What follows belongs to an exercise in optimizing a design on an open flow for a short achievable clock period and few clock cycles; a production flow would make more cautious choices. The RTL was checked by simulation tests, not by an equivalence proof against the original design.

===== flow/design.v =====
module stack_cpu (
    input  wire        clk,
    input  wire        rst,          
    input  wire [31:0] code_size,    
    output reg  [31:0] code_addr,
    input  wire [31:0] code_rdata,
    output wire [1:0]  status,       
    output wire [2:0]  reason,       
    output wire [31:0] pc,
    output wire [4:0]  sp,
    input  wire [3:0]  stk_idx,
    output wire [31:0] stk_data
);
    localparam DEPTH = 16;
    localparam [31:0] OP_PUSH = 32'd1,  OP_POP  = 32'd2,  OP_ADD  = 32'd3,
                      OP_SUB  = 32'd4,  OP_MULT = 32'd5,  OP_DIV  = 32'd6,
                      OP_MOD  = 32'd7,  OP_JMP  = 32'd8,  OP_CMPE = 32'd9,
                      OP_CMPGT = 32'd10, OP_CMPGTE = 32'd11, OP_CMPLT = 32'd12,
                      OP_CMPLTE = 32'd13, OP_CALL = 32'd14, OP_RET = 32'd15,
                      OP_NOP  = 32'd16, OP_HLT  = 32'd17;
    localparam [1:0] ST_RUN = 2'd0, ST_HALT = 2'd1, ST_FAULT = 2'd2;
    localparam [2:0] R_NONE = 3'd0, R_INVALID = 3'd1, R_UNDER = 3'd2,
                     R_OVER = 3'd3, R_OVERRUN = 3'd4;
    localparam [2:0] S_FETCH = 3'd0, S_EXEC = 3'd1, S_IMM = 3'd2,
                     S_DIV = 3'd3, S_DONE = 3'd4;
    reg [2:0]  state;
    reg [31:0] pc_r;
    reg [4:0]  sp_r;
    reg [1:0]  status_r;
    reg [2:0]  reason_r;
    reg [31:0] stk [0:DEPTH-1];
    assign pc       = pc_r;
    assign sp       = sp_r;
    assign status   = status_r;
    assign reason   = reason_r;
    assign stk_data = stk[stk_idx];
    wire [3:0]  i0 = sp_r[3:0] - 4'd1;
    wire [3:0]  i1 = sp_r[3:0] - 4'd2;
    wire [3:0]  i2 = sp_r[3:0] - 4'd3;
    wire [31:0] t0 = stk[i0];
    wire [31:0] t1 = stk[i1];
    wire [31:0] t2 = stk[i2];
    wire [31:0] pc_plus1 = pc_r + 32'd1;
    wire [31:0] pc_plus2 = pc_r + 32'd2;
    wire fetch_overrun = pc_r[31] || (pc_r >= code_size);
    wire imm_overrun   = (pc_plus1 >= code_size);
    wire [31:0] w = code_rdata;
    reg        valid;
    reg [1:0]  npop;
    always @(*) begin
        valid = 1'b1;
        case (w)
            OP_PUSH, OP_NOP, OP_HLT:                   npop = 2'd0;
            OP_POP, OP_JMP, OP_CALL, OP_RET:           npop = 2'd1;
            OP_ADD, OP_SUB, OP_MULT, OP_DIV, OP_MOD:   npop = 2'd2;
            OP_CMPE, OP_CMPGT, OP_CMPGTE, OP_CMPLT, OP_CMPLTE: npop = 2'd3;
            default: begin npop = 2'd0; valid = 1'b0; end
        endcase
    end
    wire underflow = (sp_r < {3'd0, npop});
    wire signed [31:0] cx = t2;
    wire signed [31:0] cy = t1;
    reg cmp_true;
    always @(*) begin
        case (w)
            OP_CMPE:   cmp_true = (cx == cy);
            OP_CMPGT:  cmp_true = (cx >  cy);
            OP_CMPGTE: cmp_true = (cx >= cy);
            OP_CMPLT:  cmp_true = (cx <  cy);
            default:   cmp_true = (cx <= cy);
        endcase
    end
    reg [31:0] alu;
    always @(*) begin
        case (w)
            OP_ADD:  alu = t1 + t0;
            OP_SUB:  alu = t1 - t0;
            default: alu = t1 * t0;
        endcase
    end
    reg [31:0] dv_quo;       
    reg [31:0] dv_rem;
    reg [31:0] dv_den;
    reg        dv_negq;
    reg        dv_negr;
    reg        dv_mod;
    reg [5:0]  dv_cnt;
    wire [32:0] dv_shift = {dv_rem, dv_quo[31]};
    wire [32:0] dv_diff  = dv_shift - {1'b0, dv_den};
    wire        dv_ge    = ~dv_diff[32];
    wire [31:0] dv_rem_n = dv_ge ? dv_diff[31:0] : dv_shift[31:0];
    wire [31:0] dv_quo_n = {dv_quo[30:0], dv_ge};
    wire [31:0] dv_q_res = dv_negq ? (32'd0 - dv_quo) : dv_quo;
    wire [31:0] dv_r_res = dv_negr ? (32'd0 - dv_rem) : dv_rem;
    wire [31:0] abs_x = t1[31] ? (32'd0 - t1) : t1;
    wire [31:0] abs_y = t0[31] ? (32'd0 - t0) : t0;
    always @(*) begin
        if (state == S_EXEC) code_addr = pc_plus1;
        else                 code_addr = pc_r;
    end
    always @(posedge clk) begin
        if (rst) begin
            state    <= S_FETCH;
            pc_r     <= 32'd0;
            sp_r     <= 5'd0;
            status_r <= ST_RUN;
            reason_r <= R_NONE;
            dv_cnt   <= 6'd0;
        end else begin
            case (state)
                S_FETCH: begin
                    if (fetch_overrun) begin status_r <= ST_FAULT; reason_r <= R_OVERRUN; state <= S_DONE; end
                    else               state <= S_EXEC;
                end
                S_EXEC: begin
                    if (!valid) begin
                        begin status_r <= ST_FAULT; reason_r <= R_INVALID; state <= S_DONE; end
                    end else if (w == OP_PUSH) begin
                        if (imm_overrun)             begin status_r <= ST_FAULT; reason_r <= R_OVERRUN; state <= S_DONE; end
                        else if (sp_r == DEPTH)      begin status_r <= ST_FAULT; reason_r <= R_OVER; state <= S_DONE; end
                        else                         state <= S_IMM;
                    end else if (underflow) begin
                        begin status_r <= ST_FAULT; reason_r <= R_UNDER; state <= S_DONE; end
                    end else begin
                        state <= S_FETCH;
                        case (w)
                            OP_POP: begin
                                sp_r <= sp_r - 5'd1;
                                pc_r <= pc_plus1;
                            end
                            OP_ADD, OP_SUB, OP_MULT: begin
                                stk[i1] <= alu;
                                sp_r    <= sp_r - 5'd1;
                                pc_r    <= pc_plus1;
                            end
                            OP_DIV, OP_MOD: begin
                                if (t0 == 32'd0) begin
                                    sp_r <= sp_r - 5'd2;
                                    pc_r <= pc_plus1;
                                end else begin
                                    dv_quo  <= abs_x;
                                    dv_rem  <= 32'd0;
                                    dv_den  <= abs_y;
                                    dv_negq <= t1[31] ^ t0[31];
                                    dv_negr <= t1[31];
                                    dv_mod  <= (w == OP_MOD);
                                    dv_cnt  <= 6'd32;
                                    state   <= S_DIV;
                                end
                            end
                            OP_JMP, OP_RET: begin
                                sp_r <= sp_r - 5'd1;
                                pc_r <= t0;
                            end
                            OP_CALL: begin
                                stk[i0] <= pc_plus1;
                                pc_r    <= t0;
                            end
                            OP_CMPE, OP_CMPGT, OP_CMPGTE, OP_CMPLT, OP_CMPLTE: begin
                                sp_r <= sp_r - 5'd3;
                                pc_r <= cmp_true ? t0 : pc_plus1;
                            end
                            OP_NOP: begin
                                pc_r <= pc_plus1;
                            end
                            default: begin  
                                status_r <= ST_HALT;
                                state    <= S_DONE;
                            end
                        endcase
                    end
                end
                S_IMM: begin
                    stk[sp_r[3:0]] <= code_rdata;
                    sp_r  <= sp_r + 5'd1;
                    pc_r  <= pc_plus2;
                    state <= S_FETCH;
                end
                S_DIV: begin
                    if (dv_cnt != 6'd0) begin
                        dv_rem <= dv_rem_n;
                        dv_quo <= dv_quo_n;
                        dv_cnt <= dv_cnt - 6'd1;
                    end else begin
                        stk[i1] <= dv_mod ? dv_r_res : dv_q_res;
                        sp_r    <= sp_r - 5'd1;
                        pc_r    <= pc_plus1;
                        state   <= S_FETCH;
                    end
                end
                default: ;  
            endcase
        end
    end
endmodule

===== flow/run.sh =====
#!/bin/bash
# synth_recipe.tcl (not shown) runs the flow's synth.tcl, then flattens the netlist and writes it again
# the make line also repeats each setting of config.mk as NAME=value (left out here)
make -C /OpenROAD-flow-scripts/flow DESIGN_CONFIG=/design/flow/config.mk WORK_HOME=/design/flow/orfs CLKGATE_MAP_FILE= SYNTH_SCRIPT=/design/flow/synth_recipe.tcl finish

===== flow/config.mk =====
export PLATFORM = sky130hd
export DESIGN_NAME = stack_cpu
export DESIGN_NICKNAME = stack_cpu
export VERILOG_FILES = /design/flow/design.v
export SDC_FILE = /design/flow/constraint.sdc
export NUM_CORES = 4
export LEC_CHECK = 0
export CAP_MARGIN = 20
export CORE_MARGIN = 2
export CORE_UTILIZATION = 40
export PLACE_DENSITY = 0.6
export SLEW_MARGIN = 20

===== flow/constraint.sdc =====
create_clock -name core_clock -period 12.0 [get_ports {clk}]
set_input_delay 2.4000 -clock core_clock [delete_from_list [all_inputs] [get_ports {clk}]]
set_output_delay 2.4000 -clock core_clock [all_outputs]
set_load 0.01 [all_outputs]

==> results by group <==
Run status
  – Outcome: no timing/DRC/antenna violations

Synth
  – Main synth FF type: edfxtp_1
  – Synth Net Count: 6724
  – Most frequent cell after synthesis: nor2_1
  – Cell Area, Synth: approximately 66000 sq um
  – Top cells by area, synth: edfxtp_1 (28%), mux4_2 (18%), fa_1 (13%)
  – EDFF count, synth: just over 600
  – Asr flop ratio synth: 0
  – Post-Synthesis Cells: about 5900
  – Cell taking the most area after synthesis: edfxtp_1
  – Yosys warning total: 1
  – Register bit count reported by yosys: around 660
  – Top post-synthesis cells by count: nor2_1 (615), edfxtp_1 (611), inv_1 (601)
  – Yosys top cell area share: 0.280
  – Synth unique cells: between 100 and 150
  – Post-synthesis sequential area ratio: 0.295
  – Avg Cell Area, Syn: between 10 and 15 sq um

Clocking
  – Clk sinks: about 660
  – Post-CTS Repair Setup Buffers: 0
  – CTS Buf Count: 77
  – H-Tree Depth: 3
  – CTS tree: yes
  – Cts hold-fix bufs: 0
  – CTS clk-pin slew, worst paths: 60 ps
  – Clk latency of the worst-skew pair: ~700 ps
  – Maximum root-to-sink buffer count: 3
  – Root buffer cell: clkbuf_16
  – CTS resizes: 0

Finish
  – Final nets: around 6800
  – Fillers: roughly 15000
  – Layout area overhead: 10.7%
  – Share of cells above drive strength 1: 0.167
  – Register area: between 15000 and 20000 sq um
  – Final Util: 0.446
  – Multi-input gate area: 42400 sq um

Min path
  – Hold_sp: reason_r[1]
  – Hold Crit Class: reg2reg
  – Worst Hold Depth: 2
  – Hold path endpoint: reason_r[1]

Timing
  – Max Clk Rate: 87.9 MHz
  – Fin crit share: 0.948
  – Clock Skew: around 52 ps
  – Count of final setup violators: 0
  – Final Hold Vio Count: 0
  – RSZ-0062 raised after global routing: no
  – Worst Max-Slew Pin Slew: roughly 1300 ps
  – Slew Viols, Final: 0
  – Min Clock Period, post-route: 11370 ps
  – Final TNS setup: 0 ps
  – Max-slew headroom at the worst pin: 0.154

Setup path
  – Reg2reg end: stk[1][30]
  – Top Family by Delay on Critical Path: adder cells
  – Critical R2R Launch: sp_r[2]
  – CP bufs+invs: 9
  – CP max-delay cell: a41oi_1
  – R2r setup slk: 630 ps
  – Critical Path AT: between 10000 and 15000 ps
  – Crit end category: register
  – R2R cell count: 36
  – Critical Setup Path Class: reg2reg
  – Critical Path Start Type: register
  – Crit-path max cell delay: between 700 and 800 ps
  – Worst endpoint required time: about 12000 ps
  – Maximum fanout along the worst path: 25

Global route
  – Number of global-route vias before repair: about 50000
  – First-pass GRT wire length: approximately 360 mm
  – GR Util All Layers: 0.294
  – Largest net degree at the start of global routing: 95
  – Initial antenna violation count: 14
  – Gr ovfl total: 0

Placement
  – HPWL Detailed: 183 mm
  – # port buffers: around 180
  – Routability cong.: between 0.9 and 1

Die
  – IO Pins: 176
  – Core Box Area: 163000 sq um
  – Core Rows: 148
  – Total die area: approximately 170000 sq um
  – Die height: between 400 and 500 um
  – Die Span X: roughly 410 um
  – Starting Density: 0.403

Drt
  – Starting DRT DRC Count: 7275
  – Via count: between 50000 and 60000
  – First-pass DRT Iterations: 6
  – Vias/cell: ~6.3
  – Final ANT Viol Nets: 0
  – Routed WL per cell: roughly 30 um
  – Drt drc: 0
  – Routed WL: around 250 mm

Job
  – # Max-Cap Violations: 0
logic make-up after synthesis:
family,synth area share
xor+xnor,0.0492
buf+inv,0.0640
mux,0.213
simple gates,0.114
fa+ha+maj,0.182
compound gates,0.0821
flops,0.295
through the flow:
stage | hold WS (ps) | cells | setup WS [ps] | cell area [sq um]
detailed placement | 456 | 8097 | 799 | 70000
global route | 483 | 8235 | 205 | 72600
CTS | 464 | 8234 | 736 | 72600
finish | 456 | 8238 | 626 | 72600
floorplan | 455 | 5945 | 227 | 65600
global placement | 448 | 8095 | 915 | 69900
worst min-delay path, stage by stage (launching register included):
cell,delay [ps]
dfxtp_1,310
nand2_1,50
a21oi_1,50
how the worst max path moves through the flow:
stage / start / end / slack [ps] / depth (start not counted)
floorplan: sp_r[1] / stk[0][29] / 230 / 44
global placement: sp_r[2] / stk[15][30] / 920 / 37
detailed placement: sp_r[2] / stk[9][30] / 800 / 35
CTS: sp_r[2] / stk[1][30] / 740 / 36
global route: sp_r[2] / stk[4][31] / 200 / 38
finish: sp_r[2] / stk[1][30] / 630 / 36
placed cells by master, fill, tap and decap left out, types with 137 or more instances in the layout:
cell type	n
edfxtp_1	611
inv_1	600
nor2_1	596
nand2_1	555
mux4_2	537
fa_1	410
ha_1	297
xnor2_1	255
a21oi_1	251
buf_4	174
clkdlybuf4s50_1	170
o21ai_0	137
state kept, by name, indices dropped and copies added, names as in the netlist, 2 cells and up:
| signal | cells |
|---|---|
| sp_r | 5 |
| dv_quo | 32 |
| status_r | 2 |
| reason_r | 3 |
| stk | 512 |
| state | 3 |
| pc_r | 32 |
| dv_cnt | 6 |
| dv_den | 32 |
| dv_rem | 32 |
per-layer routing:
metal | wire [um] | GRT usage
met5 | 146 | 0
met4 | 12100 | 0.126
met3 | 32600 | 0.0839
met2 | 109000 | 0.436
met1 | 95800 | 0.401
area by class of cell:
type                    count  area share
clock inverters            45     0.00689
repair buffers            356      0.0442
well taps                2175      0.0375
multi-input cells        4283       0.584
flip-flops and latches    662       0.267
clock buffers              92      0.0283
inverters                 622      0.0322
diodes                      3    0.000103
Testbench counts, summed over its fixed seeds: cycles 84,408.

[port drivers added, routing unchanged]
In the flow no input, the clock included, has a driving cell. The finished layout below was timed again as built, in two steps.
Step 1 assumes that a clkbuf_16 drives the clock port and a buf_2 every other input.
Step 2 adds t to the input delays and takes it off the output delays; t is the mean of the earliest and latest rising clock arrival at the registers after step 1. Input paths then give back, and output paths get back, about the clock's delay inside the block.
Slacks: ideal / step 1 / step 2; pairs: ideal / step 1.
shift t [ns]: 0.762
setup WS [ns]: 0.626 / 0.626 / 0.626
worst setup path at the end: register to register
pins driven straight from the clock port: 1
After both steps this run still meets setup and hold. For this run, drivers alone change the setup slack by 0.000 ns; drivers and shift together by 0.000 ns.
